From an optimization exercise on the open Yosys and OpenROAD flow, aimed at small area, a short achievable clock period and few clock cycles per item; shortcuts taken in it are not production practice.
The RTL was checked by simulation tests, not by an equivalence proof against the original design.

===== design.v =====
module dds_engine (
  input  wire        clk,
  input  wire        rst,             
  input  wire        req_valid,
  output wire        req_ready,
  input  wire [31:0] req_phase_inc,
  input  wire [31:0] req_off1,
  input  wire [31:0] req_off2,
  input  wire [31:0] req_off3,
  input  wire [15:0] req_amp,         
  input  wire        req_en,
  input  wire [1:0]  req_kind,        
  input  wire [1:0]  req_firp,        
  input  wire [2:0]  req_pm,          
  input  wire [15:0] req_alpha,       
  output wire        out_valid,
  input  wire        out_ready,
  output wire [31:0] out_a,           
  output wire [31:0] out_b            
);
  function [11:0] rom;
    input [7:0] k;
    begin
      case (k)
      8'd0: rom = {3'd3, 9'd0};
      8'd1: rom = {3'd3, 9'd3};
      8'd2: rom = {3'd3, 9'd6};
      8'd3: rom = {3'd4, 9'd9};
      8'd4: rom = {3'd3, 9'd13};
      8'd5: rom = {3'd3, 9'd16};
      8'd6: rom = {3'd3, 9'd19};
      8'd7: rom = {3'd3, 9'd22};
      8'd8: rom = {3'd3, 9'd25};
      8'd9: rom = {3'd3, 9'd28};
      8'd10: rom = {3'd3, 9'd31};
      8'd11: rom = {3'd4, 9'd34};
      8'd12: rom = {3'd3, 9'd38};
      8'd13: rom = {3'd3, 9'd41};
      8'd14: rom = {3'd3, 9'd44};
      8'd15: rom = {3'd3, 9'd47};
      8'd16: rom = {3'd3, 9'd50};
      8'd17: rom = {3'd3, 9'd53};
      8'd18: rom = {3'd3, 9'd56};
      8'd19: rom = {3'd4, 9'd59};
      8'd20: rom = {3'd3, 9'd63};
      8'd21: rom = {3'd3, 9'd66};
      8'd22: rom = {3'd3, 9'd69};
      8'd23: rom = {3'd3, 9'd72};
      8'd24: rom = {3'd3, 9'd75};
      8'd25: rom = {3'd3, 9'd78};
      8'd26: rom = {3'd3, 9'd81};
      8'd27: rom = {3'd3, 9'd84};
      8'd28: rom = {3'd3, 9'd87};
      8'd29: rom = {3'd4, 9'd90};
      8'd30: rom = {3'd3, 9'd94};
      8'd31: rom = {3'd3, 9'd97};
      8'd32: rom = {3'd3, 9'd100};
      8'd33: rom = {3'd3, 9'd103};
      8'd34: rom = {3'd3, 9'd106};
      8'd35: rom = {3'd3, 9'd109};
      8'd36: rom = {3'd3, 9'd112};
      8'd37: rom = {3'd3, 9'd115};
      8'd38: rom = {3'd3, 9'd118};
      8'd39: rom = {3'd3, 9'd121};
      8'd40: rom = {3'd3, 9'd124};
      8'd41: rom = {3'd3, 9'd127};
      8'd42: rom = {3'd3, 9'd130};
      8'd43: rom = {3'd3, 9'd133};
      8'd44: rom = {3'd3, 9'd136};
      8'd45: rom = {3'd3, 9'd139};
      8'd46: rom = {3'd3, 9'd142};
      8'd47: rom = {3'd3, 9'd145};
      8'd48: rom = {3'd3, 9'd148};
      8'd49: rom = {3'd3, 9'd151};
      8'd50: rom = {3'd3, 9'd154};
      8'd51: rom = {3'd3, 9'd157};
      8'd52: rom = {3'd3, 9'd160};
      8'd53: rom = {3'd3, 9'd163};
      8'd54: rom = {3'd3, 9'd166};
      8'd55: rom = {3'd3, 9'd169};
      8'd56: rom = {3'd3, 9'd172};
      8'd57: rom = {3'd3, 9'd175};
      8'd58: rom = {3'd3, 9'd178};
      8'd59: rom = {3'd3, 9'd181};
      8'd60: rom = {3'd3, 9'd184};
      8'd61: rom = {3'd3, 9'd187};
      8'd62: rom = {3'd3, 9'd190};
      8'd63: rom = {3'd3, 9'd193};
      8'd64: rom = {3'd2, 9'd196};
      8'd65: rom = {3'd3, 9'd198};
      8'd66: rom = {3'd3, 9'd201};
      8'd67: rom = {3'd3, 9'd204};
      8'd68: rom = {3'd3, 9'd207};
      8'd69: rom = {3'd3, 9'd210};
      8'd70: rom = {3'd3, 9'd213};
      8'd71: rom = {3'd2, 9'd216};
      8'd72: rom = {3'd3, 9'd218};
      8'd73: rom = {3'd3, 9'd221};
      8'd74: rom = {3'd3, 9'd224};
      8'd75: rom = {3'd3, 9'd227};
      8'd76: rom = {3'd3, 9'd230};
      8'd77: rom = {3'd2, 9'd233};
      8'd78: rom = {3'd3, 9'd235};
      8'd79: rom = {3'd3, 9'd238};
      8'd80: rom = {3'd3, 9'd241};
      8'd81: rom = {3'd2, 9'd244};
      8'd82: rom = {3'd3, 9'd246};
      8'd83: rom = {3'd3, 9'd249};
      8'd84: rom = {3'd3, 9'd252};
      8'd85: rom = {3'd2, 9'd255};
      8'd86: rom = {3'd3, 9'd257};
      8'd87: rom = {3'd3, 9'd260};
      8'd88: rom = {3'd2, 9'd263};
      8'd89: rom = {3'd3, 9'd265};
      8'd90: rom = {3'd3, 9'd268};
      8'd91: rom = {3'd2, 9'd271};
      8'd92: rom = {3'd3, 9'd273};
      8'd93: rom = {3'd3, 9'd276};
      8'd94: rom = {3'd2, 9'd279};
      8'd95: rom = {3'd3, 9'd281};
      8'd96: rom = {3'd2, 9'd284};
      8'd97: rom = {3'd3, 9'd286};
      8'd98: rom = {3'd3, 9'd289};
      8'd99: rom = {3'd2, 9'd292};
      8'd100: rom = {3'd3, 9'd294};
      8'd101: rom = {3'd2, 9'd297};
      8'd102: rom = {3'd3, 9'd299};
      8'd103: rom = {3'd2, 9'd302};
      8'd104: rom = {3'd3, 9'd304};
      8'd105: rom = {3'd2, 9'd307};
      8'd106: rom = {3'd3, 9'd309};
      8'd107: rom = {3'd2, 9'd312};
      8'd108: rom = {3'd3, 9'd314};
      8'd109: rom = {3'd2, 9'd317};
      8'd110: rom = {3'd3, 9'd319};
      8'd111: rom = {3'd2, 9'd322};
      8'd112: rom = {3'd3, 9'd324};
      8'd113: rom = {3'd2, 9'd327};
      8'd114: rom = {3'd2, 9'd329};
      8'd115: rom = {3'd3, 9'd331};
      8'd116: rom = {3'd2, 9'd334};
      8'd117: rom = {3'd2, 9'd336};
      8'd118: rom = {3'd3, 9'd338};
      8'd119: rom = {3'd2, 9'd341};
      8'd120: rom = {3'd2, 9'd343};
      8'd121: rom = {3'd3, 9'd345};
      8'd122: rom = {3'd2, 9'd348};
      8'd123: rom = {3'd2, 9'd350};
      8'd124: rom = {3'd3, 9'd352};
      8'd125: rom = {3'd2, 9'd355};
      8'd126: rom = {3'd2, 9'd357};
      8'd127: rom = {3'd2, 9'd359};
      8'd128: rom = {3'd3, 9'd361};
      8'd129: rom = {3'd2, 9'd364};
      8'd130: rom = {3'd2, 9'd366};
      8'd131: rom = {3'd2, 9'd368};
      8'd132: rom = {3'd2, 9'd370};
      8'd133: rom = {3'd2, 9'd372};
      8'd134: rom = {3'd3, 9'd374};
      8'd135: rom = {3'd2, 9'd377};
      8'd136: rom = {3'd2, 9'd379};
      8'd137: rom = {3'd2, 9'd381};
      8'd138: rom = {3'd2, 9'd383};
      8'd139: rom = {3'd2, 9'd385};
      8'd140: rom = {3'd2, 9'd387};
      8'd141: rom = {3'd2, 9'd389};
      8'd142: rom = {3'd2, 9'd391};
      8'd143: rom = {3'd2, 9'd393};
      8'd144: rom = {3'd2, 9'd395};
      8'd145: rom = {3'd2, 9'd397};
      8'd146: rom = {3'd2, 9'd399};
      8'd147: rom = {3'd2, 9'd401};
      8'd148: rom = {3'd2, 9'd403};
      8'd149: rom = {3'd2, 9'd405};
      8'd150: rom = {3'd2, 9'd407};
      8'd151: rom = {3'd1, 9'd409};
      8'd152: rom = {3'd2, 9'd410};
      8'd153: rom = {3'd2, 9'd412};
      8'd154: rom = {3'd2, 9'd414};
      8'd155: rom = {3'd2, 9'd416};
      8'd156: rom = {3'd2, 9'd418};
      8'd157: rom = {3'd1, 9'd420};
      8'd158: rom = {3'd2, 9'd421};
      8'd159: rom = {3'd2, 9'd423};
      8'd160: rom = {3'd2, 9'd425};
      8'd161: rom = {3'd1, 9'd427};
      8'd162: rom = {3'd2, 9'd428};
      8'd163: rom = {3'd2, 9'd430};
      8'd164: rom = {3'd1, 9'd432};
      8'd165: rom = {3'd2, 9'd433};
      8'd166: rom = {3'd2, 9'd435};
      8'd167: rom = {3'd1, 9'd437};
      8'd168: rom = {3'd2, 9'd438};
      8'd169: rom = {3'd1, 9'd440};
      8'd170: rom = {3'd2, 9'd441};
      8'd171: rom = {3'd2, 9'd443};
      8'd172: rom = {3'd1, 9'd445};
      8'd173: rom = {3'd2, 9'd446};
      8'd174: rom = {3'd1, 9'd448};
      8'd175: rom = {3'd2, 9'd449};
      8'd176: rom = {3'd1, 9'd451};
      8'd177: rom = {3'd2, 9'd452};
      8'd178: rom = {3'd1, 9'd454};
      8'd179: rom = {3'd1, 9'd455};
      8'd180: rom = {3'd2, 9'd456};
      8'd181: rom = {3'd1, 9'd458};
      8'd182: rom = {3'd2, 9'd459};
      8'd183: rom = {3'd1, 9'd461};
      8'd184: rom = {3'd1, 9'd462};
      8'd185: rom = {3'd2, 9'd463};
      8'd186: rom = {3'd1, 9'd465};
      8'd187: rom = {3'd1, 9'd466};
      8'd188: rom = {3'd1, 9'd467};
      8'd189: rom = {3'd2, 9'd468};
      8'd190: rom = {3'd1, 9'd470};
      8'd191: rom = {3'd1, 9'd471};
      8'd192: rom = {3'd1, 9'd472};
      8'd193: rom = {3'd1, 9'd473};
      8'd194: rom = {3'd2, 9'd474};
      8'd195: rom = {3'd1, 9'd476};
      8'd196: rom = {3'd1, 9'd477};
      8'd197: rom = {3'd1, 9'd478};
      8'd198: rom = {3'd1, 9'd479};
      8'd199: rom = {3'd1, 9'd480};
      8'd200: rom = {3'd1, 9'd481};
      8'd201: rom = {3'd1, 9'd482};
      8'd202: rom = {3'd1, 9'd483};
      8'd203: rom = {3'd1, 9'd484};
      8'd204: rom = {3'd1, 9'd485};
      8'd205: rom = {3'd1, 9'd486};
      8'd206: rom = {3'd1, 9'd487};
      8'd207: rom = {3'd1, 9'd488};
      8'd208: rom = {3'd1, 9'd489};
      8'd209: rom = {3'd1, 9'd490};
      8'd210: rom = {3'd1, 9'd491};
      8'd211: rom = {3'd0, 9'd492};
      8'd212: rom = {3'd1, 9'd492};
      8'd213: rom = {3'd1, 9'd493};
      8'd214: rom = {3'd1, 9'd494};
      8'd215: rom = {3'd1, 9'd495};
      8'd216: rom = {3'd0, 9'd496};
      8'd217: rom = {3'd1, 9'd496};
      8'd218: rom = {3'd1, 9'd497};
      8'd219: rom = {3'd1, 9'd498};
      8'd220: rom = {3'd0, 9'd499};
      8'd221: rom = {3'd1, 9'd499};
      8'd222: rom = {3'd1, 9'd500};
      8'd223: rom = {3'd0, 9'd501};
      8'd224: rom = {3'd1, 9'd501};
      8'd225: rom = {3'd0, 9'd502};
      8'd226: rom = {3'd1, 9'd502};
      8'd227: rom = {3'd0, 9'd503};
      8'd228: rom = {3'd1, 9'd503};
      8'd229: rom = {3'd1, 9'd504};
      8'd230: rom = {3'd0, 9'd505};
      8'd231: rom = {3'd0, 9'd505};
      8'd232: rom = {3'd1, 9'd505};
      8'd233: rom = {3'd0, 9'd506};
      8'd234: rom = {3'd1, 9'd506};
      8'd235: rom = {3'd0, 9'd507};
      8'd236: rom = {3'd1, 9'd507};
      8'd237: rom = {3'd0, 9'd508};
      8'd238: rom = {3'd0, 9'd508};
      8'd239: rom = {3'd1, 9'd508};
      8'd240: rom = {3'd0, 9'd509};
      8'd241: rom = {3'd0, 9'd509};
      8'd242: rom = {3'd0, 9'd509};
      8'd243: rom = {3'd1, 9'd509};
      8'd244: rom = {3'd0, 9'd510};
      8'd245: rom = {3'd0, 9'd510};
      8'd246: rom = {3'd0, 9'd510};
      8'd247: rom = {3'd0, 9'd510};
      8'd248: rom = {3'd1, 9'd510};
      8'd249: rom = {3'd0, 9'd511};
      8'd250: rom = {3'd0, 9'd511};
      8'd251: rom = {3'd0, 9'd511};
      8'd252: rom = {3'd0, 9'd511};
      8'd253: rom = {3'd0, 9'd511};
      8'd254: rom = {3'd0, 9'd511};
      8'd255: rom = {3'd0, 9'd511};
      endcase
    end
  endfunction
  function [9:0] sine;
    input [19:0] ph;                  
    reg   [1:0]  q;
    reg   [7:0]  k;
    reg   [11:0] e;
    reg   [12:0] pr;
    reg   [2:0]  t0, t1, t;
    begin
      q  = ph[19:18];
      k  = q[0] ? ~ph[17:10] : ph[17:10];
      e  = rom(k);
      pr = e[11:9] * ph[9:0];
      t0 = pr[12:10];
      t1 = pr[12:10] + {2'b0, |pr[9:0]};
      case (q)
        2'd0: t = t0;
        2'd1: t = e[11:9] - t1;
        2'd2: t = t1;
        default: t = e[11:9] - t0;
      endcase
      sine = {q[1], e[8:0] + {6'b0, t}};
    end
  endfunction
  function signed [9:0] ampmul;
    input [9:0]  sm;                  
    input [15:0] amp;
    reg   [11:0] me;
    reg   [2:0]  b;
    reg          one, two, neg;
    reg   [17:0] sel, row;
    reg   [25:0] acc;
    integer i;
    begin
      me  = {2'b00, sm[8:0], 1'b0};
      acc = 26'd16384;
      for (i = 0; i < 5; i = i + 1) begin
        b   = me[2*i +: 3];
        one = b[1] ^ b[0];
        two = (b[2] & ~b[1] & ~b[0]) | (~b[2] & b[1] & b[0]);
        neg = b[2] ^ sm[9];
        sel = one ? {2'b00, amp} : two ? {1'b0, amp, 1'b0} : 18'd0;
        row = neg ? ~sel : sel;
        acc = acc + ({~row[17], row[16:0]} << (2*i)) + ({25'd0, neg} << (2*i))
                  - (26'd1 << (17 + 2*i));
      end
      ampmul = acc[24:15];
    end
  endfunction
  function signed [9:0] fir_out;
    input [79:0] h;                   
    input [1:0]  firp;
    reg signed [10:0] s0, s1, s2, s3;
    reg signed [15:0] acc;
    begin
      s0 = $signed(h[9:0])   + $signed(h[79:70]);
      s1 = $signed(h[19:10]) + $signed(h[69:60]);
      s2 = $signed(h[29:20]) + $signed(h[59:50]);
      s3 = $signed(h[39:30]) + $signed(h[49:40]);
      case (firp)
        2'd0: acc = s1 + 2 * s2 + 13 * s3;
        2'd1: acc = s0 + 2 * s1 + 4 * s2 + 9 * s3;
        2'd2: acc = 4 * (s0 + s1 + s2 + s3);
        default: acc = 16'sd0;
      endcase
      acc = acc + 16'sd16;
      fir_out = acc[14:5];
    end
  endfunction
  reg        rdy;
  reg        busy;
  reg [7:0]  tcnt;
  reg        v1, v2, v3, ov;
  reg [31:0] P;
  reg [31:0] s_inc, s_off1, s_off2, s_off3;
  reg [15:0] s_amp, s_alpha;
  reg        s_en;
  reg [1:0]  s_kind, s_firp;
  reg [2:0]  s_pm;
  reg [1:0]  k_act;
  wire adv    = ~ov | out_ready;
  wire accept = rdy & req_valid;
  wire issue  = busy & adv;
  wire last   = issue & (tcnt == 8'd255);
  wire busy_n = accept | (busy & ~last);
  wire v1_n   = adv ? busy : v1;
  wire v2_n   = adv ? v1 : v2;
  wire v3_n   = adv ? v2 : v3;
  assign req_ready = rdy;
  assign out_valid = ov;
  reg [9:0]  sm0, sm1, sm2, sm3;                  
  reg signed [9:0] x0, x1, x2, x3;                
  reg [79:0] st0, st1, st2, st3;                  
  reg [9:0]  cc0, cc1, cc2, cc3;                  
  assign out_a = {6'b0, cc1, 6'b0, cc0};
  assign out_b = {6'b0, cc3, 6'b0, cc2};
  wire [31:0] p1 = P + s_off1;
  wire [31:0] p2 = P + s_off2;
  wire [31:0] p3 = P + s_off3;
  function [25:0] iir;
    input [25:0] y;
    input [9:0]  x;
    input [15:0] alpha;
    reg   [10:0] ehi;
    reg   [26:0] e;
    reg   [18:0] ae;
    reg   [2:0]  b;
    reg          one, two, neg;
    reg   [27:0] sel, row;
    reg   [41:0] acc;
    integer i;
    begin
      ehi = {x[9], x} + {~y[25], ~y[25:16]};
      e   = {ehi, ~y[15:0]};
      ae  = {2'b00, alpha, 1'b0};
      acc = {y, 16'b0} + {26'd0, alpha};
      for (i = 0; i < 9; i = i + 1) begin
        b   = ae[2*i +: 3];
        one = b[1] ^ b[0];
        two = (b[2] & ~b[1] & ~b[0]) | (~b[2] & b[1] & b[0]);
        neg = b[2] & ~(b[1] & b[0]);
        sel = one ? {e[26], e} : two ? {e, 1'b0} : 28'd0;
        row = neg ? ~sel : sel;
        acc = acc + ({~row[27], row[26:0]} << (2*i)) + ({41'd0, neg} << (2*i))
                  - (42'd1 << (27 + 2*i));
      end
      iir = acc[41:16];
    end
  endfunction
  function [79:0] st_next;
    input [79:0] st;
    input signed [9:0] x;
    input [1:0] kind;
    input [15:0] alpha;
    begin
      if (kind == 2'd1)
        st_next = {st[79:26], iir(st[25:0], x, alpha)};
      else
        st_next = {st[69:0], x};
    end
  endfunction
  function [9:0] cc_of;
    input [79:0] st;
    input [1:0]  kind;
    input [1:0]  firp;
    input        gate;
    reg signed [9:0] y;
    begin
      case (kind)
        2'd1:    y = st[25:16] + {9'b0, st[15]};
        2'd2:    y = fir_out(st, firp);
        default: y = st[9:0];
      endcase
      cc_of = gate ? 10'd512 : {~y[9], y[8:0]};
    end
  endfunction
  always @(posedge clk) begin
    if (rst) begin
      rdy   <= 1'b1;
      busy  <= 1'b0;
      v1    <= 1'b0;
      v2    <= 1'b0;
      v3    <= 1'b0;
      ov    <= 1'b0;
      P     <= 32'd0;
      k_act <= 2'd0;
    end else begin
      rdy  <= ~busy_n & ~v1_n & ~v2_n & ~v3_n;
      busy <= busy_n;
      v1   <= v1_n;
      v2   <= v2_n;
      v3   <= v3_n;
      if (adv)
        ov <= v3;
      if (accept)
        k_act <= req_kind;
      if (issue && s_en)
        P <= P + s_inc;
    end
    if (accept) begin
      s_inc   <= req_phase_inc;
      s_off1  <= req_off1;
      s_off2  <= req_off2;
      s_off3  <= req_off3;
      s_amp   <= req_amp;
      s_en    <= req_en;
      s_kind  <= req_kind;
      s_firp  <= req_firp;
      s_pm    <= req_pm;
      s_alpha <= req_alpha;
      tcnt    <= 8'd0;
    end else if (issue) begin
      tcnt    <= tcnt + 8'd1;
    end
    if (adv) begin
      sm0 <= sine(P[31:12]);
      sm1 <= sine(p1[31:12]);
      sm2 <= sine(p2[31:12]);
      sm3 <= sine(p3[31:12]);
      x0  <= ampmul(sm0, s_amp);
      x1  <= ampmul(sm1, s_amp);
      x2  <= ampmul(sm2, s_amp);
      x3  <= ampmul(sm3, s_amp);
      cc0 <= cc_of(st0, s_kind, s_firp, ~s_en | (s_pm == 3'd0));
      cc1 <= cc_of(st1, s_kind, s_firp, ~s_en | (s_pm <= 3'd1));
      cc2 <= cc_of(st2, s_kind, s_firp, ~s_en | (s_pm <= 3'd2));
      cc3 <= cc_of(st3, s_kind, s_firp, ~s_en | (s_pm <= 3'd3));
    end
    if (rst || (accept && req_kind != k_act)) begin
      st0 <= 80'd0;
      st1 <= 80'd0;
      st2 <= 80'd0;
      st3 <= 80'd0;
    end else if (adv && v2 && s_en) begin
      st0 <= st_next(st0, x0, s_kind, s_alpha);
      st1 <= st_next(st1, x1, s_kind, s_alpha);
      st2 <= st_next(st2, x2, s_kind, s_alpha);
      st3 <= st_next(st3, x3, s_kind, s_alpha);
    end
  end
endmodule

===== run.sh =====
#!/bin/bash
# synth_recipe.tcl (not shown) runs the flow's synth.tcl, then flattens the netlist and writes it again
# the make line also repeats each setting of config.mk as NAME=value (left out here)
make -C /OpenROAD-flow-scripts/flow DESIGN_CONFIG=/design/flow/config.mk WORK_HOME=/design/flow/orfs CLKGATE_MAP_FILE= SYNTH_SCRIPT=/design/flow/synth_recipe.tcl finish

===== config.mk =====
export PLATFORM = sky130hd
export DESIGN_NAME = dds_engine
export DESIGN_NICKNAME = dds_engine
export VERILOG_FILES = /design/flow/design.v
export SDC_FILE = /design/flow/constraint.sdc
export NUM_CORES = 4
export LEC_CHECK = 0
export ABC_CLOCK_PERIOD_IN_PS = 6000
export CAP_MARGIN = 20
export CORE_MARGIN = 2
export CORE_UTILIZATION = 50
export PLACE_DENSITY = 0.65
export SLEW_MARGIN = 20
export SYNTH_MEMORY_MAX_BITS = 65536

===== constraint.sdc =====
create_clock -name core_clock -period 30.0 [get_ports {clk}]
set_input_delay 6.0000 -clock core_clock [delete_from_list [all_inputs] [get_ports {clk}]]
set_output_delay 6.0000 -clock core_clock [all_outputs]
set_load 0.01 [all_outputs]

==> impl_metrics.ini, run 1 <==
[cells_and_area]
nNetsFinal = 19058
design_area_mm2 = 0.146
drive_gt1_share_pct = 5.72
finalNonFillerCells = 19723
syn_to_final_growth_pct = 6.05
fin_util_pct = 53.3

[flow_run]
drv_cap = 0

[global_route]
groute.usage.overall_pct = 33.0
antenna_found_initial = 18
grt_pass1_vias = 118344
grt_start_max_net_pins = 89
overflow = 0
grt_first_pass_wirelength_um = 719000

[die]
start_util_pct = 50.3
io_pins = 238
fp-row-count = 192
die_w_um = 529
die_y_um = 529
coreArea_mm2 = 0.274
die_area_mm2 = 0.280

[detailed_routing]
drc = 0
vias_per_cell = 6.16
firstDrtPassIters = 8
num_vias = 121592
wl_per_cell_um = 23.8
final_antenna_net_count = 0
drtIter0Drc = 12554
wl_um = 469000

[sta]
drv_slew = 0
period_needed_ns = 12.56
skew_ns = 0.0844
max_freq_ghz = 0.0796
fin_ws_ns = 17.44
hold_ws_ns = 0.454
slew_headroom_pct = 15.8
tns_ns = 0
tightest_slew_ns = 1.26
setup_viol = 0
fin_crit_sh_pct = 41.9
rsz0062_at_grt = false
hold_viol = 0

[worst_setup_path]
crit_fanout = 14
slowest_delay_ns = 0.64
start_kind = register
crit_required_ns = 30.54
cp-end-kind = register
path_class = reg -> reg
crit_slowest_cell = dfxtp_1
arrival_ns = 13.11
cpMostUsedCell = ha_1

[clock_network]
cts_htree_levels = 3
cts_tree = yes
clock_latency_ns = 0.87
clk_pin_slew_worst_paths_ns = 0.06
cts_resized = 0
holdBufCountCts = 0
root_buffer = clkbuf_16
cts.sinks = 656
postCtsSetupBuffers = 0
clockBufferDepth = 4
cts_buffers = 94

[synth]
synthTopCellsByCount = 1893 x inv_1, 1541 x xnor2_1, 1501 x nand2_1, 1460 x fa_1, 1370 x ha_1
syn_avg_cell_area_um2 = 8.31
yosys.area.top_type_share_pct = 21.2
async_reset_ff_share_pct = 0
synth_edf_count = 288
ys_top_cells_by_area = fa_1 21%, ha_1 12%, xnor2_1 9.8%
synth-seq-cells = 656
synth_cell_types = 113
yosysSeqAreaShare_pct = 11.6
synthFlopType = dfxtp_1
synth.most_common_cell = inv_1
synth_top_cell_by_area = fa_1
synth_cells = 16569
yosysWarnings = 1
syn_area_mm2 = 0.138

[placement]
routabilityCongestion = 0.972
port_buffers = 213
dpl.hpwl_um = 343000
dp_cells = 19549
dpl-instance-area_mm2 = 0.143
place_ws_ns = 17.73

[run_status]
status = no timing/DRC/antenna violations

[hold_path]
hp-class = reg -> reg
flip-flops by register name (all words and copies together), names as in the netlist, 32 cells and up:
signal and flops:
s_off1 32, st3 80, P 32, s_off3 32, st0 80, s_off2 32
st1 80, st2 80, s_inc 32
critical path: cells and delay by family (launching register included):
family / cells / cell delay [ns]
AO/OA/AOI/OAI: 17 / 3.84
XOR/XNOR: 5 / 1.08
adder cells (fa/ha/maj): 9 / 3.34
buffers and inverters: 4 / 0.72
flip-flops: 1 / 0.64
multiplexers: 1 / 0.14
AND/OR/NAND/NOR: 11 / 2.45
cells in the final DEF, fill, tap and decap left out, drive strengths merged, types with 123 or more instances in the layout:
cell / count
a211oi: 191
a21o: 173
a21oi: 1268
a221oi: 218
a22oi: 319
buf: 405
clkbuf: 123
clkdlybuf4s50: 212
dfxtp: 368
edfxtp: 288
fa: 1460
ha: 1370
inv: 1911
mux2: 161
mux2i: 142
nand2: 1502
nand3: 197
nor2: 795
nor2b: 138
nor3: 164
o21ai: 708
o21bai: 149
o22ai: 553
xnor2: 1546
xor2: 310
final cells by class:
type | instances | area (um2)
antenna | 9 | 22.5
sequential | 656 | 16000
multi-input combinational | 12774 | 110000
tap | 3589 | 4490
fill | 25756 | 128000
clock inverter | 42 | 404
inverter | 1913 | 7210
timing repair buffer | 617 | 5160
clock buffer | 123 | 2630
routing by layer:
metal  wire length (um)  up-vias  global-route usage, %
met4              21800       14                   13.8
met5                 88        -                      0
met1             194000    59050                   44.1
met2             208000     5782                   52.0
met3              44400     1087                   6.31
li1                   -    55659                      -
logic make-up (layout without fill, tap and decap cells):
kind of cell | Yosys count | in the layout | synth area share [%]
simple gates | 3365 | 3365 | 11.0
xor+xnor | 1872 | 1872 | 12.1
mux | 311 | 311 | 2.48
buf+inv | 3162 | 2695 | 8.72
fa+ha+maj | 2868 | 2868 | 33.9
other cells | 1 | 33 | 0.00272
flops | 656 | 656 | 11.6
compound gates | 4334 | 4334 | 20.1
path summary, 6_finish.rpt:
| check | from | endpoint | slack [ns] | cells after the start |
|---|---|---|---|---|
| worst max-delay path | P[14]$_SDFFE_PP0P_ | sm1[8]$_DFFE_PN_ | 17.44 | 47 |
| worst min-delay path | st2[48]$_SDFFE_PP0P_ | st2[58]$_SDFFE_PP0P_ | 0.45 | 2 |
| worst max register to register | P[14]$_SDFFE_PP0P_ | sm1[8]$_DFFE_PN_ | 17.44 | 47 |
| worst min register to register | st2[48]$_SDFFE_PP0P_ | st2[58]$_SDFFE_PP0P_ | 0.45 | 2 |
Testbench counts, summed over its fixed seeds: cycles 24,968, items 24,576.
==> inputs of run 2 (changes only) <==
--- a/design.v
+++ b/design.v
@@ -284,29 +284,34 @@
   function [9:0] sine;
     input [19:0] ph;                  
     reg   [1:0]  q;
+    reg   [9:0]  f;
     reg   [7:0]  k;
     reg   [11:0] e;
-    reg   [12:0] pr;
-    reg   [2:0]  t0, t1, t;
+    reg   [2:0]  d, t0, u, t;
+    reg          nz;
     begin
       q  = ph[19:18];
+      f  = ph[9:0];
       k  = q[0] ? ~ph[17:10] : ph[17:10];
       e  = rom(k);
-      pr = e[11:9] * ph[9:0];
-      t0 = pr[12:10];
-      t1 = pr[12:10] + {2'b0, |pr[9:0]};
-      case (q)
-        2'd0: t = t0;
-        2'd1: t = e[11:9] - t1;
-        2'd2: t = t1;
-        default: t = e[11:9] - t0;
+      d  = e[11:9];
+      case (d)
+        3'd0: begin t0 = 3'd0;             nz = 1'b0;     end
+        3'd1: begin t0 = 3'd0;             nz = |f;       end
+        3'd2: begin t0 = {2'b0, f[9]};     nz = |f[8:0];  end
+        3'd3: begin t0 = (f >= 10'd683) ? 3'd2 : (f >= 10'd342) ? 3'd1 : 3'd0;
+                                           nz = |f;       end
+        default: begin t0 = {1'b0, f[9:8]}; nz = |f[7:0]; end
       endcase
+      u = t0 + {2'b0, (q[0] ^ q[1]) & nz};
+      t = q[0] ? d - u : u;
       sine = {q[1], e[8:0] + {6'b0, t}};
     end
   endfunction
   function signed [9:0] ampmul;
     input [9:0]  sm;                  
     input [15:0] amp;
+    input        dec;                 
     reg   [11:0] me;
     reg   [2:0]  b;
     reg          one, two, neg;
@@ -315,7 +320,7 @@
     integer i;
     begin
       me  = {2'b00, sm[8:0], 1'b0};
-      acc = 26'd16384;
+      acc = dec ? 26'h3ffc000 : 26'd16384;
       for (i = 0; i < 5; i = i + 1) begin
         b   = me[2*i +: 3];
         one = b[1] ^ b[0];
@@ -333,90 +338,84 @@
     input [79:0] h;                   
     input [1:0]  firp;
     reg signed [10:0] s0, s1, s2, s3;
-    reg signed [15:0] acc;
+    reg signed [15:0] ra, rb, rc, rd, re, acc;
     begin
       s0 = $signed(h[9:0])   + $signed(h[79:70]);
       s1 = $signed(h[19:10]) + $signed(h[69:60]);
       s2 = $signed(h[29:20]) + $signed(h[59:50]);
       s3 = $signed(h[39:30]) + $signed(h[49:40]);
       case (firp)
-        2'd0: acc = s1 + 2 * s2 + 13 * s3;
-        2'd1: acc = s0 + 2 * s1 + 4 * s2 + 9 * s3;
-        2'd2: acc = 4 * (s0 + s1 + s2 + s3);
-        default: acc = 16'sd0;
+        2'd0: begin ra = s1;     rb = 2 * s2; rc = 4 * s3; rd = 8 * s3; re = s3;     end
+        2'd1: begin ra = s0;     rb = 2 * s1; rc = 4 * s2; rd = 8 * s3; re = s3;     end
+        2'd2: begin ra = 4 * s0; rb = 4 * s1; rc = 4 * s2; rd = 4 * s3; re = 16'sd0; end
+        default: begin ra = 16'sd0; rb = 16'sd0; rc = 16'sd0; rd = 16'sd0; re = 16'sd0; end
       endcase
-      acc = acc + 16'sd16;
+      acc = ra + rb + rc + rd + re + 16'sd16;
       fir_out = acc[14:5];
     end
   endfunction
-  reg        rdy;
-  reg        busy;
-  reg [7:0]  tcnt;
-  reg        v1, v2, v3, ov;
-  reg [31:0] P;
-  reg [31:0] s_inc, s_off1, s_off2, s_off3;
-  reg [15:0] s_amp, s_alpha;
-  reg        s_en;
-  reg [1:0]  s_kind, s_firp;
-  reg [2:0]  s_pm;
-  reg [1:0]  k_act;
-  wire adv    = ~ov | out_ready;
-  wire accept = rdy & req_valid;
-  wire issue  = busy & adv;
-  wire last   = issue & (tcnt == 8'd255);
-  wire busy_n = accept | (busy & ~last);
-  wire v1_n   = adv ? busy : v1;
-  wire v2_n   = adv ? v1 : v2;
-  wire v3_n   = adv ? v2 : v3;
-  assign req_ready = rdy;
-  assign out_valid = ov;
-  reg [9:0]  sm0, sm1, sm2, sm3;                  
-  reg signed [9:0] x0, x1, x2, x3;                
-  reg [79:0] st0, st1, st2, st3;                  
-  reg [9:0]  cc0, cc1, cc2, cc3;                  
-  assign out_a = {6'b0, cc1, 6'b0, cc0};
-  assign out_b = {6'b0, cc3, 6'b0, cc2};
-  wire [31:0] p1 = P + s_off1;
-  wire [31:0] p2 = P + s_off2;
-  wire [31:0] p3 = P + s_off3;
   function [25:0] iir;
     input [25:0] y;
-    input [9:0]  x;
-    input [15:0] alpha;
+    input [9:0]  z;
+    input [41:0] cf;                  
     reg   [10:0] ehi;
     reg   [26:0] e;
-    reg   [18:0] ae;
-    reg   [2:0]  b;
-    reg          one, two, neg;
-    reg   [27:0] sel, row;
-    reg   [41:0] acc;
+    reg   [27:0] sel, r;
+    reg   [41:0] acc, row;
+    reg          one, two, neg, pneg;
     integer i;
     begin
-      ehi = {x[9], x} + {~y[25], ~y[25:16]};
-      e   = {ehi, ~y[15:0]};
-      ae  = {2'b00, alpha, 1'b0};
-      acc = {y, 16'b0} + {26'd0, alpha};
-      for (i = 0; i < 9; i = i + 1) begin
-        b   = ae[2*i +: 3];
-        one = b[1] ^ b[0];
-        two = (b[2] & ~b[1] & ~b[0]) | (~b[2] & b[1] & b[0]);
-        neg = b[2] & ~(b[1] & b[0]);
+      ehi  = {z[9], z} + {~y[25], ~y[25:16]} + {10'd0, cf[40]};
+      e    = {ehi, ~y[15:0]};
+      acc  = cf[41] ? {z, {16{cf[40]}}, cf[39:24]} : {y, cf[39:24]};
+      pneg = 1'b0;
+      for (i = 0; i < 8; i = i + 1) begin
+        one = cf[i];
+        two = cf[8 + i];
+        neg = cf[16 + i];
         sel = one ? {e[26], e} : two ? {e, 1'b0} : 28'd0;
-        row = neg ? ~sel : sel;
-        acc = acc + ({~row[27], row[26:0]} << (2*i)) + ({41'd0, neg} << (2*i))
-                  - (42'd1 << (27 + 2*i));
+        r   = neg ? ~sel : sel;
+        if (i == 0)
+          row = {12'd0, ~r[27], r[27], r};
+        else if (i < 7)
+          row = ({13'd0, 1'b1, ~r[27], r[26:0]} << (2*i)) | ({41'd0, pneg} << (2*i - 2));
+        else
+          row = ({14'd0, ~r[27], r[26:0]} << (2*i)) | ({41'd0, pneg} << (2*i - 2));
+        acc  = acc + row;
+        pneg = neg;
       end
       iir = acc[41:16];
     end
   endfunction
+  function [41:0] iir_cfg;
+    input [15:0] alpha;
+    reg   [16:0] ae;
+    reg   [2:0]  b;
+    reg   [7:0]  one, two, neg;
+    reg   [16:0] aa;
+    reg          dec;
+    integer i;
+    begin
+      ae = {alpha, 1'b0};
+      for (i = 0; i < 8; i = i + 1) begin
+        b = ae[2*i +: 3];
+        one[i] = b[1] ^ b[0];
+        two[i] = (b[2] & ~b[1] & ~b[0]) | (~b[2] & b[1] & b[0]);
+        neg[i] = b[2] & ~(b[1] & b[0]);
+      end
+      aa  = {1'b0, alpha} + {2'b0, neg[7], 14'd0};
+      dec = alpha[15] & ~aa[16];
+      iir_cfg = {alpha[15], dec, aa[15:0], neg, two, one};
+    end
+  endfunction
   function [79:0] st_next;
     input [79:0] st;
     input signed [9:0] x;
     input [1:0] kind;
-    input [15:0] alpha;
+    input [41:0] cf;
     begin
       if (kind == 2'd1)
-        st_next = {st[79:26], iir(st[25:0], x, alpha)};
+        st_next = {st[79:26], iir(st[25:0], x, cf)};
       else
         st_next = {st[69:0], x};
     end
@@ -436,30 +435,84 @@
       cc_of = gate ? 10'd512 : {~y[9], y[8:0]};
     end
   endfunction
+  reg        rdy;                     
+  reg        busy;                    
+  reg [7:0]  tcnt;
+  reg        clrp;                    
+  reg        rstq;                    
+  reg        v1, v2, v3, v4;          
+  reg        ov, sv;                  
+  reg [31:0] P;
+  reg [31:0] s_inc, s_off1, s_off2, s_off3;
+  reg [15:0] s_amp, s_alpha;
+  reg        s_en;
+  reg [1:0]  s_kind, s_firp;
+  reg [2:0]  s_pm;
+  reg [1:0]  k_act;
+  reg [41:0] icf;                     
+  wire adv    = ~sv;
+  wire xdec   = (s_kind == 2'd1) & icf[40];
+  wire idle   = ~busy & ~v1 & ~v2 & ~v3 & ~v4;
+  wire take   = out_ready | ~ov;
+  wire accept = rdy & req_valid;
+  wire issue  = busy & adv;
+  wire last   = issue & (tcnt == 8'd255);
+  wire busy_n = accept | (busy & ~last);
+  wire v1_n   = adv ? busy : v1;
+  wire v2_n   = adv ? v1 : v2;
+  wire v3_n   = adv ? v2 : v3;
+  wire v4_n   = adv ? v3 : v4;
+  assign req_ready = rdy;
+  assign out_valid = ov;
+  reg [19:0] ph0, ph1, ph2, ph3;                  
+  reg [9:0]  sm0, sm1, sm2, sm3;                  
+  reg [9:0]  x0, x1, x2, x3;                      
+  reg [79:0] st0, st1, st2, st3;                  
+  reg [39:0] ob, sb;                              
+  assign out_a = {6'b0, ob[19:10], 6'b0, ob[9:0]};
+  assign out_b = {6'b0, ob[39:30], 6'b0, ob[29:20]};
+  wire [31:0] p1 = P + s_off1;
+  wire [31:0] p2 = P + s_off2;
+  wire [31:0] p3 = P + s_off3;
+  wire [39:0] dv = {cc_of(st3, s_kind, s_firp, ~s_en | (s_pm <= 3'd3)),
+                    cc_of(st2, s_kind, s_firp, ~s_en | (s_pm <= 3'd2)),
+                    cc_of(st1, s_kind, s_firp, ~s_en | (s_pm <= 3'd1)),
+                    cc_of(st0, s_kind, s_firp, ~s_en | (s_pm == 3'd0))};
   always @(posedge clk) begin
     if (rst) begin
       rdy   <= 1'b1;
       busy  <= 1'b0;
+      clrp  <= 1'b1;
       v1    <= 1'b0;
       v2    <= 1'b0;
       v3    <= 1'b0;
+      v4    <= 1'b0;
       ov    <= 1'b0;
-      P     <= 32'd0;
+      sv    <= 1'b0;
       k_act <= 2'd0;
     end else begin
-      rdy  <= ~busy_n & ~v1_n & ~v2_n & ~v3_n;
+      rdy  <= ~busy_n & ~v1_n & ~v2_n & ~v3_n & ~v4_n;
       busy <= busy_n;
+      clrp <= accept & (req_kind != k_act);
       v1   <= v1_n;
       v2   <= v2_n;
       v3   <= v3_n;
-      if (adv)
-        ov <= v3;
+      v4   <= v4_n;
       if (accept)
         k_act <= req_kind;
-      if (issue && s_en)
-        P <= P + s_inc;
+      if (take) begin
+        ov <= sv | v4;
+        sv <= 1'b0;
+      end else if (v4 && !sv) begin
+        sv <= 1'b1;
+      end
     end
-    if (accept) begin
+    rstq <= rst;
+    if (rstq)
+      P <= 32'd0;
+    else if (issue && s_en)
+      P <= P + s_inc;
+    if (idle) begin
       s_inc   <= req_phase_inc;
       s_off1  <= req_off1;
       s_off2  <= req_off2;
@@ -470,34 +523,40 @@
       s_firp  <= req_firp;
       s_pm    <= req_pm;
       s_alpha <= req_alpha;
-      tcnt    <= 8'd0;
-    end else if (issue) begin
-      tcnt    <= tcnt + 8'd1;
     end
+    icf <= iir_cfg(s_alpha);
+    if (accept)
+      tcnt <= 8'd0;
+    else if (issue)
+      tcnt <= tcnt + 8'd1;
     if (adv) begin
-      sm0 <= sine(P[31:12]);
-      sm1 <= sine(p1[31:12]);
-      sm2 <= sine(p2[31:12]);
-      sm3 <= sine(p3[31:12]);
-      x0  <= ampmul(sm0, s_amp);
-      x1  <= ampmul(sm1, s_amp);
-      x2  <= ampmul(sm2, s_amp);
-      x3  <= ampmul(sm3, s_amp);
-      cc0 <= cc_of(st0, s_kind, s_firp, ~s_en | (s_pm == 3'd0));
-      cc1 <= cc_of(st1, s_kind, s_firp, ~s_en | (s_pm <= 3'd1));
-      cc2 <= cc_of(st2, s_kind, s_firp, ~s_en | (s_pm <= 3'd2));
-      cc3 <= cc_of(st3, s_kind, s_firp, ~s_en | (s_pm <= 3'd3));
+      ph0 <= P[31:12];
+      ph1 <= p1[31:12];
+      ph2 <= p2[31:12];
+      ph3 <= p3[31:12];
+      sm0 <= sine(ph0);
+      sm1 <= sine(ph1);
+      sm2 <= sine(ph2);
+      sm3 <= sine(ph3);
+      x0  <= ampmul(sm0, s_amp, xdec);
+      x1  <= ampmul(sm1, s_amp, xdec);
+      x2  <= ampmul(sm2, s_amp, xdec);
+      x3  <= ampmul(sm3, s_amp, xdec);
     end
-    if (rst || (accept && req_kind != k_act)) begin
+    if (take)
+      ob <= sv ? sb : dv;
+    else if (!sv)
+      sb <= dv;
+    if (clrp) begin
       st0 <= 80'd0;
       st1 <= 80'd0;
       st2 <= 80'd0;
       st3 <= 80'd0;
-    end else if (adv && v2 && s_en) begin
-      st0 <= st_next(st0, x0, s_kind, s_alpha);
-      st1 <= st_next(st1, x1, s_kind, s_alpha);
-      st2 <= st_next(st2, x2, s_kind, s_alpha);
-      st3 <= st_next(st3, x3, s_kind, s_alpha);
+    end else if (adv && v3 && s_en) begin
+      st0 <= st_next(st0, x0, s_kind, icf);
+      st1 <= st_next(st1, x1, s_kind, icf);
+      st2 <= st_next(st2, x2, s_kind, icf);
+      st3 <= st_next(st3, x3, s_kind, icf);
     end
   end
 endmodule
--- a/config.mk
+++ b/config.mk
@@ -5,7 +5,7 @@
 export SDC_FILE = /design/flow/constraint.sdc
 export NUM_CORES = 4
 export LEC_CHECK = 0
-export ABC_CLOCK_PERIOD_IN_PS = 6000
+export ABC_AREA = 1
 export CAP_MARGIN = 20
 export CORE_MARGIN = 2
 export CORE_UTILIZATION = 50
==> impl_metrics.ini, run 2 <==
[run_status]
status = no timing/DRC/antenna violations

[die]
die_w_um = 508
io_pins = 238
fp-row-count = 184
start_util_pct = 50.4
die_y_um = 508
die_area_mm2 = 0.258
coreArea_mm2 = 0.252

[cells_and_area]
design_area_mm2 = 0.135
nFillCells = 24700
multi_input_area_mm2 = 0.0934
drive_gt1_share_pct = 3.97
syn_to_final_growth_pct = 6.69
regArea_mm2 = 0.0205
nNetsFinal = 18966
layout_common_cells = 3073 x nand2_1, 2435 x inv_1, 1366 x xor2_1
final_common_cell = nand2_1
finalNonFillerCells = 20049

[synth]
syn_area_mm2 = 0.127
synth-seq-cells = 820
ys_top_cells_by_area = fa_1 18%, ha_1 10%, edfxtp_1 9.7%
synth_simple_gate_area_share_pct = 16.5
synth_xor_area_share_pct = 11.1
yosysWarnings = 1
synthMuxAreaShare_pct = 0.0444
synth_cells = 16920
synth_compound_area_share_pct = 17.5
synth_top_family_by_area = adder cells
synthAdderAreaFrac_pct = 28.4
synth_top_cell_by_area = fa_1
synth.most_common_cell = nand2_1
synthTopCellsByCount = 3074 x nand2_1, 2440 x inv_1, 1370 x xor2_1, 1203 x o22ai_1, 1170 x a21oi_1
synthFlopType = dfxtp_1
synth_edf_count = 408
yosysSeqAreaShare_pct = 16.2
async_reset_ff_share_pct = 0
syn_avg_cell_area_um2 = 7.49
synth_cell_types = 83
yosys.area.top_type_share_pct = 17.9

[global_route]
grt_first_pass_wirelength_um = 712000
grt_pass1_vias = 117219
overflow = 0
antenna_found_initial = 2
grt_start_max_net_pins = 205
groute.usage.overall_pct = 35.8

[sta]
drv_slew = 0
period_needed_ns = 7.93
rsz0062_at_grt = false
fin_crit_sh_pct = 26.4
slew_headroom_pct = 18.9
hold_viol = 0
max_freq_ghz = 0.126
skew_ns = 0.126
tightest_slew_ns = 1.21
setup_viol = 0
fin_ws_ns = 22.07
tns_ns = 0

[detailed_routing]
final_antenna_net_count = 0
firstDrtPassIters = 8
drtIter0Drc = 11358
vias_per_cell = 5.98
drc = 0
num_vias = 119855
wl_per_cell_um = 23.5
wl_um = 472000

[worst_setup_path]
crit_end = ob[7]$_DFFE_PP_
crit_fanout = 42
start_kind = input port
reg2regPathDepth = 31
arrival_ns = 8.17
rrSetupSlack_ns = 22.26
critPathLaunch = out_ready
crit_required_ns = 30.25
rr_endpoint = st3[19]$_SDFFE_PP0P_
worstReg2RegStart = icf[40]$_DFF_P_
cp-end-kind = register
path_class = in -> reg

[clock_network]
root_buffer = clkbuf_16
cts_tree = yes
cts_resized = 0
cts.sinks = 820
holdBufCountCts = 0
cts_htree_levels = 3
clockBufferDepth = 3
clock_latency_ns = 0.84
clk_pin_slew_worst_paths_ns = 0.06
postCtsSetupBuffers = 0
cts_buffers = 106

[flow_run]
drv_cap = 0

[placement]
dpl-instance-area_mm2 = 0.132
place_ws_ns = 21.74
port_buffers = 213
dpl.hpwl_um = 349000
routabilityCongestion = 1.02
dp_cells = 19840

[hold_path]
hp-class = reg -> reg
[run 2: cell types whose count changed after synthesis, moves of 345 or more]
cell and change:
xor2_1 +1061, inv_1 +547, clkbuf_1 -345, o22ai_1 +650, nand2_1 +1573, xnor2_1 -1365, nand3_1 +393
[run 2: worst max-delay path: stages]
cell and delay (ns):
clkdlybuf4s50_1 0.44, nor2_4 0.11, buf_4 0.52, clkinv_2 0.98
[run 2: final cells by class]
| class | count | share of cell area, % |
|---|---|---|
| multi-input combinational | 12702 | 69.0 |
| inverter | 2496 | 6.97 |
| antenna | 7 | 0.0129 |
| sequential | 820 | 15.2 |
| tap | 3348 | 3.10 |
| clock inverter | 66 | 0.553 |
| timing repair buffer | 474 | 3.04 |
| clock buffer | 136 | 2.14 |
[run 2: per-layer routing]
| layer | vias to the layer above | GRT usage [%] | wire length, um |
|---|---|---|---|
| li1 | 55216 | - | - |
| met2 | 6255 | 58.1 | 211000 |
| met3 | 1632 | 6.39 | 42800 |
| met5 | - | 0 | 13 |
| met1 | 56750 | 43.4 | 179000 |
| met4 | 2 | 24.4 | 38900 |
[run 2: per-stage QoR]
stage / hold slack [ns] / util [%]
after floorplan: 0.349 / -
after global placement: 0.420 / 52.3
after detailed placement: 0.417 / 52.3
after CTS: 0.430 / 53.7
after global routing: 0.455 / 53.7
final: 0.430 / 53.7
[run 2: worst min path at each step]
| stage | startpoint | to | depth (start not counted) |
|---|---|---|---|
| 2_1_floorplan | s_alpha[0]$_DFFE_PP_ | icf[24]$_DFF_P_ | 0 |
| 3_3_place_gp | s_alpha[7]$_DFFE_PP_ | icf[31]$_DFF_P_ | 0 |
| 3_5_place_dp | s_alpha[6]$_DFFE_PP_ | icf[30]$_DFF_P_ | 0 |
| 6_report | s_alpha[6]$_DFFE_PP_ | icf[30]$_DFF_P_ | 0 |
| 4_1_cts | s_alpha[6]$_DFFE_PP_ | icf[30]$_DFF_P_ | 0 |
| 5_1_grt | s_alpha[6]$_DFFE_PP_ | icf[30]$_DFF_P_ | 0 |
[run 2: kinds of logic (layout without fill, tap and decap cells)]
kind of cell	Yosys count	count (layout)
buf+inv	3421	3172
xor+xnor	1576	1576
simple gates	5105	5105
other cells	1	31
fa+ha+maj	2194	2194
mux	5	5
flops	820	820
compound gates	3798	3798
Testbench counts of run 2, summed over its fixed seeds: cycles 25,064, items 24,576.

## what the ideal ports hide
No port has a modelled driver above. Below, the same layouts with a new extraction and two added sets of constraints. Step 1 sets driving cells, clkbuf_16 on the clock port and buf_2 on the other inputs (assumed; they add their load-dependent delay and slew). Step 2 moves the port delays by t, midway between the first and last clock arrival at a register: inputs arrive t later, outputs are due t later. That takes back most of the time a late clock gives input paths. Three values: ideal ports, drivers, drivers and shift; two values: the first two.
| run | shift t [ns] | setup slack, ns | hold slack, ns |
|---|---|---|---|
| run 1 | 0.927 | 17.436 / 17.436 / 17.436 | 0.454 / 0.454 / 0.454 |
| run 2 | 0.877 | 22.074 / 22.025 / 21.270 | 0.430 / 0.430 / 0.430 |
After both steps every run listed still meets setup and hold. For run 2, which loses most, drivers alone change the setup slack by -0.049 ns; drivers and shift together by -0.804 ns.
